Context: an optimization exercise on an open-source flow, tuned for small area, a short achievable clock period and few clock cycles per item. The choices shown serve that exercise and are no tape-out recipe. Where RTL was checked, it was by simulation tests only, not by an equivalence proof against the original. Power is estimated from default activity; no workload was simulated.

==> flow/design.v <==
module ssaf_chdec (
    input  wire        clk,
    input  wire        rst,         
    input  wire        cmd_valid,
    output wire        cmd_ready,
    input  wire [31:0] cmd_s,
    input  wire [31:0] cmd_d,
    input  wire        k_valid,
    output wire        k_ready,
    input  wire [5:0]  k_data,
    input  wire        d_valid,
    output wire        d_ready,
    input  wire [31:0] d_off,
    input  wire [31:0] d_len,
    input  wire        in_valid,
    output wire        in_ready,
    input  wire [31:0] in_data,
    output reg         out_valid,
    input  wire        out_ready,
    output reg  [31:0] out_data,
    output reg         out_last
);
    integer i;
    function [31:0] pand32;
        input [31:0] x;
        integer l, j;
        reg [31:0] r;
        begin
            r = x;
            for (l = 0; l < 5; l = l + 1)
                for (j = 0; j < 32; j = j + 1)
                    if ((j >> l) & 1)
                        r[j] = r[j] & r[((j >> l) << l) - 1];
            pand32 = r;
        end
    endfunction
    function [31:0] inc32;
        input [31:0] x;
        reg [31:0] c;
        begin
            c = pand32(x);
            inc32 = x ^ {c[30:0], 1'b1};
        end
    endfunction
    function [31:0] dec32;
        input [31:0] x;
        reg [31:0] c;
        begin
            c = pand32(~x);
            dec32 = x ^ {c[30:0], 1'b1};
        end
    endfunction
    function [15:0] carries16;
        input [15:0] a, b;
        input        cin;
        integer l, j;
        reg [15:0] g, t;
        begin
            g = a & b;
            t = a ^ b;
            g[0] = g[0] | (t[0] & cin);
            for (l = 0; l < 4; l = l + 1)
                for (j = 0; j < 16; j = j + 1)
                    if ((j >> l) & 1) begin
                        g[j] = g[j] | (t[j] & g[((j >> l) << l) - 1]);
                        t[j] = t[j] & t[((j >> l) << l) - 1];
                    end
            carries16 = g;
        end
    endfunction
    function [15:0] add16;
        input [15:0] a, b;
        input        cin;
        reg [15:0] c;
        begin
            c = carries16(a, b, cin);
            add16 = a ^ b ^ {c[14:0], cin};
        end
    endfunction
    reg        busy;         
    reg        cack;         
    reg        dack;         
    reg [31:0] pos;          
    reg [31:0] d_left;       
    reg        s_end;        
    reg        d_end;        
    reg        in_run;       
    reg [11:0] cidx;         
    reg        q0v, q1v;
    reg [3:0]  q0, q1;
    wire [31:0] pos_inc  = inc32(pos);
    wire [31:0] d_dec    = dec32(d_left);
    wire [31:0] cidx_inc = inc32({20'd0, cidx});
    wire [31:0] rx  = d_off ^ d_len ^ pos_inc;
    wire [31:0] rk  = (d_off & d_len) | ((d_off | d_len) & ~pos_inc);
    wire run_end    = (rx == {rk[30:0], 1'b0});
    wire desc_ok = busy && !d_end && d_valid && !dack;
    wire need_d  = busy && !d_end && !(d_valid && !dack);
    wire zrun    = desc_ok && (in_run || (pos == d_off));
    wire len0    = (d_len == 32'd0);
    wire sq_zero = zrun && !len0;
    wire zskip   = zrun && len0;
    wire sq_lit  = busy && !need_d && !zrun && !s_end;
    wire done    = busy && d_end && s_end;
    wire push    = (sq_zero || sq_lit) && !q1v;
    wire last    = (pos_inc == cmd_s);
    wire [3:0] push_d = {sq_zero, last, (pos[31:1] == 31'd0),
                         sq_lit && (cidx == 12'd0)};
    assign cmd_ready = cack;
    assign d_ready   = dack;
    reg [31:0] wa, wb;
    reg        hsel;
    reg        v0, v1;       
    reg [4:0]  p;
    reg [4:0]  p_f;          
    reg [5:0]  k;
    reg        in_rem;       
    reg        drop;         
    reg        tv;
    reg        t_comp;       
    reg        t_uk;         
    reg        t_r;          
    reg        t_acc;        
    reg [31:0] t_w;          
    reg [4:0]  t_u;          
    reg [4:0]  t_sh;         
    reg        t_first, t_last;
    reg        zv;
    reg        zacc;         
    reg [31:0] z;
    reg        zfirst, zlast;
    reg [15:0] tp;
    wire out_free = !out_valid || out_ready;
    wire zfree    = !zv || out_free;
    wire tfree    = !tv || zfree;
    wire h_zero  = q0[3];
    wire h_last  = q0[2];
    wire h_first = q0[1];
    wire h_newk  = q0[0];
    assign k_ready  = q0v && !h_zero && h_newk && !tv;
    assign in_ready = !v1;
    wire [31:0] w0 = hsel ? wb : wa;
    wire [31:0] w1 = hsel ? wa : wb;
    wire [63:0] B  = {w0, w1};
    wire [46:0] f1 = p_f[4] ? B[47:1]  : B[63:17];
    wire [38:0] f2 = p_f[3] ? f1[38:0] : f1[46:8];
    wire [34:0] f3 = p_f[2] ? f2[34:0] : f2[38:4];
    wire [32:0] f4 = p_f[1] ? f3[32:0] : f3[34:2];
    wire [31:0] W  = p_f[0] ? f4[31:0] : f4[32:1];
    wire [31:0] pmask = {32{1'b1}} << p;          
    wire [31:0] zw    = ~W & (v1 ? 32'hFFFFFFFF : pmask);
    reg [15:0] l1f; reg [15:0] l1q;
    reg [7:0]  l2f; reg [15:0] l2q;
    reg [3:0]  l3f; reg [11:0] l3q;
    reg [1:0]  l4f; reg [7:0]  l4q;
    reg        in_w;
    reg [4:0]  hj;
    always @(*) begin
        for (i = 0; i < 16; i = i + 1) begin
            l1f[i] = zw[2*i+1] | zw[2*i];
            l1q[i] = zw[2*i+1];
        end
        for (i = 0; i < 8; i = i + 1) begin
            l2f[i] = l1f[2*i+1] | l1f[2*i];
            l2q[2*i +: 2] = l1f[2*i+1] ? {1'b1, l1q[2*i+1]} : {1'b0, l1q[2*i]};
        end
        for (i = 0; i < 4; i = i + 1) begin
            l3f[i] = l2f[2*i+1] | l2f[2*i];
            l3q[3*i +: 3] = l2f[2*i+1] ? {1'b1, l2q[4*i+2 +: 2]} : {1'b0, l2q[4*i +: 2]};
        end
        for (i = 0; i < 2; i = i + 1) begin
            l4f[i] = l3f[2*i+1] | l3f[2*i];
            l4q[4*i +: 4] = l3f[2*i+1] ? {1'b1, l3q[6*i+3 +: 3]} : {1'b0, l3q[6*i +: 3]};
        end
        in_w = l4f[1] | l4f[0];
        hj   = l4f[1] ? {1'b1, l4q[7:4]} : {1'b0, l4q[3:0]};
    end
    wire [4:0] u = ~hj;                           
    wire        k32    = k[5];
    wire [15:0] pk     = add16({11'd0, p}, {10'd0, k}, 1'b0);       
    wire [31:0] m_k    = {32{1'b1}} << k;
    wire [31:0] m_pk   = pk[5] ? 32'd0 : ({32{1'b1}} << pk[4:0]);
    wire fit_w  = |(zw & m_k);
    wire fit_e  = v1 || |(zw & m_pk);
    wire sh_f   = !(|(zw & {m_pk[30:0], 1'b0}));
    wire sh_t   = !(|(zw & {pmask[30:0], 1'b0}));
    wire w_all  = v1 || (p == 5'd0);                            
    wire rem_ok = v1 || !pk[5] || (pk[4:0] == 5'd0);              
    wire h_lit   = q0v && !h_zero && !h_newk && v0 && !drop;
    wire go      = tfree && h_lit;
    wire c_full  = go && !in_rem && in_w && fit_w && fit_e;
    wire c_term  = go && !in_rem && in_w && !fit_w;
    wire c_acc   = go && !in_rem && !in_w && w_all;
    wire c_rem   = go && in_rem && rem_ok;
    wire c_zero  = tfree && q0v && h_zero && !drop;
    wire pop     = c_full || c_rem || c_zero || (c_term && (k == 6'd0));
    wire [15:0] pk1  = add16({11'd0, p}, {10'd0, k}, 1'b1);         
    wire [15:0] qk1  = add16({11'd0, pk1[4:0]}, {11'd0, u}, 1'b0);  
    wire [15:0] qp1  = add16({11'd0, p}, {11'd0, u}, 1'b1);         
    reg  [4:0] pn;
    reg        sh1;
    always @(*) begin
        pn  = p;
        sh1 = 1'b0;
        if (c_full) begin
            pn  = qk1[4:0];
            sh1 = sh_f;
        end else if (c_term) begin
            pn  = qp1[4:0];
            sh1 = sh_t;
        end else if (c_acc) begin
            sh1 = 1'b1;
        end else if (c_rem) begin
            pn  = pk[4:0];
            sh1 = pk[5];
        end else if (drop) begin
            pn  = 5'd0;
            sh1 = (p != 5'd0);
        end
    end
    wire fw = in_valid && !v1;
    wire [15:0] shf = add16({11'd0, ~k[4:0]}, {11'h7FF, ~u}, 1'b1);
    wire [4:0]  shr = ~k[4:0] + 5'd1;
    wire [31:0] rraw  = t_w >> t_sh;
    wire [31:0] kmask = ~({32{1'b1}} << k);      
    wire [31:0] k32m  = {kmask[26:0], 5'h1F};    
    wire [31:0] uk    = {27'd0, t_u} << k;
    wire [31:0] base  = zacc ? z : 32'd0;
    wire [31:0] zsum  = base | (t_uk ? uk : 32'd0) | (t_r ? (rraw & kmask) : 32'd0);
    wire [31:0] zinc  = inc32(base | k32m);       
    wire        take  = tv && zfree;
    wire [31:0] e   = (z >> 1) ^ {32{z[0]}};
    wire [15:0] tm  = zfirst ? 16'd0 : tp;
    wire [15:0] ysum = add16(tp, e[15:0], 1'b0);
    wire [15:0] pa  = {tm[14:0], 1'b0};
    wire [15:0] pb  = {e[14:0], 1'b0};
    wire [15:0] pc  = ~out_data[15:0];
    wire [15:0] ps  = pa ^ pb ^ pc;
    wire [15:0] pcy = (pa & pb) | (pa & pc) | (pb & pc);
    wire [15:0] tnext = add16(ps, {pcy[14:0], 1'b1}, 1'b0);
    always @(posedge clk)
        p_f <= pn;
    always @(posedge clk) begin
        if (rst) begin
            busy      <= 1'b0;
            cack      <= 1'b0;
            dack      <= 1'b0;
            in_run    <= 1'b0;
            q0v       <= 1'b0;
            q1v       <= 1'b0;
            v0        <= 1'b0;
            v1        <= 1'b0;
            hsel      <= 1'b0;
            p         <= 5'd0;
            in_rem    <= 1'b0;
            drop      <= 1'b0;
            tv        <= 1'b0;
            zv        <= 1'b0;
            zacc      <= 1'b0;
            out_valid <= 1'b0;
        end else begin
            cack <= 1'b0;
            dack <= 1'b0;
            if (cmd_valid && !busy && !cack) begin
                busy   <= 1'b1;
                pos    <= 32'd0;
                d_left <= cmd_d;
                cidx   <= 12'd0;
                s_end  <= (cmd_s == 32'd0);
                d_end  <= (cmd_d == 32'd0);
                in_run <= 1'b0;
            end
            if (done) begin
                busy <= 1'b0;
                cack <= 1'b1;
            end
            if (zskip || (push && sq_zero && run_end)) begin
                dack  <= 1'b1;
                d_left <= d_dec;
                d_end  <= (d_left == 32'd1);
            end
            if (push) begin
                pos   <= pos_inc;
                s_end <= last;
                if (sq_lit)
                    cidx <= cidx_inc[11:0];
                if (sq_zero)
                    in_run <= !run_end;
            end
            if (!q1v)
                q1 <= push_d;
            if (pop) begin
                q0v <= q1v || push;
                q0  <= q1v ? q1 : push_d;
                q1v <= 1'b0;
            end else begin
                if (!q0v)
                    q0 <= push_d;
                q0v <= q0v || push;
                q1v <= q1v || (q0v && push);
                if (k_valid && k_ready)
                    q0[0] <= 1'b0;
            end
            if (k_valid && k_ready)
                k <= k_data;
            drop <= pop && h_last;
            p    <= pn;
            v0   <= sh1 ? (v1 || fw) : (v0 || fw);
            v1   <= !sh1 && (v1 || (fw && v0));
            hsel <= hsel ^ sh1;
            if (fw && (v0 == hsel))
                wa <= in_data;
            if (fw && (v0 != hsel))
                wb <= in_data;
            if (c_term && (k != 6'd0))
                in_rem <= 1'b1;
            else if (c_rem)
                in_rem <= 1'b0;
            if (take)
                tv <= 1'b0;
            if (tfree) begin
                t_w     <= W;
                t_u     <= u;
                t_sh    <= in_rem ? shr : shf[4:0];
                t_first <= h_first;
                t_last  <= h_last;
            end
            if (c_full || c_term || c_acc || c_rem || c_zero) begin
                tv     <= 1'b1;
                t_comp <= pop;
                t_uk   <= c_full || c_term;
                t_r    <= c_full || c_rem;
                t_acc  <= c_acc;
            end
            if (zv && out_free)
                zv <= 1'b0;
            if (take) begin
                z      <= t_acc ? zinc : zsum;
                zv     <= t_comp;
                zacc   <= !t_comp;
                zfirst <= t_first;
                zlast  <= t_last;
            end
            if (out_valid && out_ready)
                out_valid <= 1'b0;
            if (zv && out_free) begin
                out_valid <= 1'b1;
                out_last  <= zlast;
                tp        <= tnext;
                out_data  <= zfirst ? e : {{16{ysum[15]}}, ysum};
            end
        end
    end
endmodule
Settings: LEC_CHECK=0, ABC_AREA=1, CAP_MARGIN=20, CORE_MARGIN=2, CORE_UTILIZATION=40, PLACE_DENSITY=0.6, SETUP_SLACK_MARGIN=5, SLEW_MARGIN=20; clock period 10.0 ns.
standard.sh (not shown) runs the stock make flow with config.mk's settings and CLKGATE_MAP_FILE= SYNTH_SCRIPT=/design/flow/synth_recipe.tcl, a recipe that flattens the netlist after the stock synthesis.
==> flow/flow/run.sh <==
#!/bin/bash
# The standard layout (standard.sh: the standard synthesis and ORFS
# steps), with the port buffers made of buf_2 cells instead of the delay
# buffers buffer_ports picks by default. make's output goes to
# standard_make.log; each ORFS step keeps its own log under orfs/logs/.
set -euo pipefail
bash standard.sh finish "BUFFER_PORTS_ARGS=-buffer_cell sky130_fd_sc_hd__buf_2" > standard_make.log 2>&1
The starting point completed with no timing, DRC or antenna violations.
Next try:
--- a/flow/design.v
+++ b/flow/design.v
@@ -107,11 +107,10 @@
     wire [3:0] push_d = {sq_zero, last, (pos[31:1] == 31'd0),
                          sq_lit && (cidx == 12'd0)};
     assign cmd_ready = cack;
     assign d_ready   = dack;
-    reg [31:0] wa, wb;
-    reg        hsel;
-    reg        v0, v1;       
+    reg [31:0] w0, w1;       
+    reg        v0, v1;
     reg [4:0]  p;
     reg [4:0]  p_f;          
     reg [5:0]  k;
     reg        in_rem;       
@@ -128,9 +127,9 @@
     reg        zv;
     reg        zacc;         
     reg [31:0] z;
     reg        zfirst, zlast;
-    reg [15:0] tp;
+    reg [15:0] y2;
     wire out_free = !out_valid || out_ready;
     wire zfree    = !zv || out_free;
     wire tfree    = !tv || zfree;
     wire h_zero  = q0[3];
@@ -138,10 +137,8 @@
     wire h_first = q0[1];
     wire h_newk  = q0[0];
     assign k_ready  = q0v && !h_zero && h_newk && !tv;
     assign in_ready = !v1;
-    wire [31:0] w0 = hsel ? wb : wa;
-    wire [31:0] w1 = hsel ? wa : wb;
     wire [63:0] B  = {w0, w1};
     wire [46:0] f1 = p_f[4] ? B[47:1]  : B[63:17];
     wire [38:0] f2 = p_f[3] ? f1[38:0] : f1[46:8];
     wire [34:0] f3 = p_f[2] ? f2[34:0] : f2[38:4];
@@ -229,16 +226,14 @@
     wire [31:0] zsum  = base | (t_uk ? uk : 32'd0) | (t_r ? (rraw & kmask) : 32'd0);
     wire [31:0] zinc  = inc32(base | k32m);       
     wire        take  = tv && zfree;
     wire [31:0] e   = (z >> 1) ^ {32{z[0]}};
-    wire [15:0] tm  = zfirst ? 16'd0 : tp;
-    wire [15:0] ysum = add16(tp, e[15:0], 1'b0);
-    wire [15:0] pa  = {tm[14:0], 1'b0};
-    wire [15:0] pb  = {e[14:0], 1'b0};
-    wire [15:0] pc  = ~out_data[15:0];
+    wire [15:0] pa  = {out_data[14:0], 1'b0};
+    wire [15:0] pb  = ~y2;
+    wire [15:0] pc  = e[15:0];
     wire [15:0] ps  = pa ^ pb ^ pc;
     wire [15:0] pcy = (pa & pb) | (pa & pc) | (pb & pc);
-    wire [15:0] tnext = add16(ps, {pcy[14:0], 1'b1}, 1'b0);
+    wire [15:0] ysum = add16(ps, {pcy[14:0], 1'b1}, 1'b0);
     always @(posedge clk)
         p_f <= pn;
     always @(posedge clk) begin
         if (rst) begin
@@ -249,9 +244,8 @@
             q0v       <= 1'b0;
             q1v       <= 1'b0;
             v0        <= 1'b0;
             v1        <= 1'b0;
-            hsel      <= 1'b0;
             p         <= 5'd0;
             in_rem    <= 1'b0;
             drop      <= 1'b0;
             tv        <= 1'b0;
@@ -306,13 +300,14 @@
             drop <= pop && h_last;
             p    <= pn;
             v0   <= sh1 ? (v1 || fw) : (v0 || fw);
             v1   <= !sh1 && (v1 || (fw && v0));
-            hsel <= hsel ^ sh1;
-            if (fw && (v0 == hsel))
-                wa <= in_data;
-            if (fw && (v0 != hsel))
-                wb <= in_data;
+            if (fw)
+                w1 <= in_data;
+            if (sh1)
+                w0 <= v1 ? w1 : in_data;
+            else if (!v0)
+                w0 <= in_data;
             if (c_term && (k != 6'd0))
                 in_rem <= 1'b1;
             else if (c_rem)
                 in_rem <= 1'b0;
@@ -345,9 +340,9 @@
                 out_valid <= 1'b0;
             if (zv && out_free) begin
                 out_valid <= 1'b1;
                 out_last  <= zlast;
-                tp        <= tnext;
+                y2        <= out_data[15:0];
                 out_data  <= zfirst ? e : {{16{ysum[15]}}, ysum};
             end
         end
     end
Outcome: Non-clock buffer count fell by 34; worst hold slack gets better by 6.4 ps; final cell count fell by 6.4%; via count is lower by 5.1%; register-to-register slack improves by 130 ps; clock skew came out higher by 9.8 ps; count of clock-buffer cells in the layout is unchanged; wire length went down by 2.5%; total power increases by 1.3%; design area went down by 5.1%; synthesized area goes down by 4.5%.
Testbench counts after the change, summed over its fixed seeds: cycles 100,897, items 100,391.
The RTL of the first run of this note was laid out without a check of its function.

-- separate check: timing with driven ports --
No port has a modelled driver above. Below, the same layouts with a new extraction and two added sets of constraints.
Step 1 sets driving cells, clkbuf_16 on the clock port and buf_2 on the other inputs (assumed; they add their load-dependent delay and slew).
Step 2 moves the port delays by t, midway between the first and last clock arrival at a register: inputs arrive t later, outputs are due t later. That takes back most of the time a late clock gives input paths.
a / b / c = ideal ports / drivers / drivers and shift; a / b = the first two.
run	t, ns	setup WS [ns]	worst slew at a driven data input, ns
the first run	0.631	5.078 / 5.078 / 4.826	0.08
the second run	0.624	5.205 / 5.205 / 4.805	0.09
After both steps setup and hold are still met in every run listed. For the second run, which loses most, drivers alone change the setup slack by 0.000 ns; drivers and shift together by -0.400 ns.
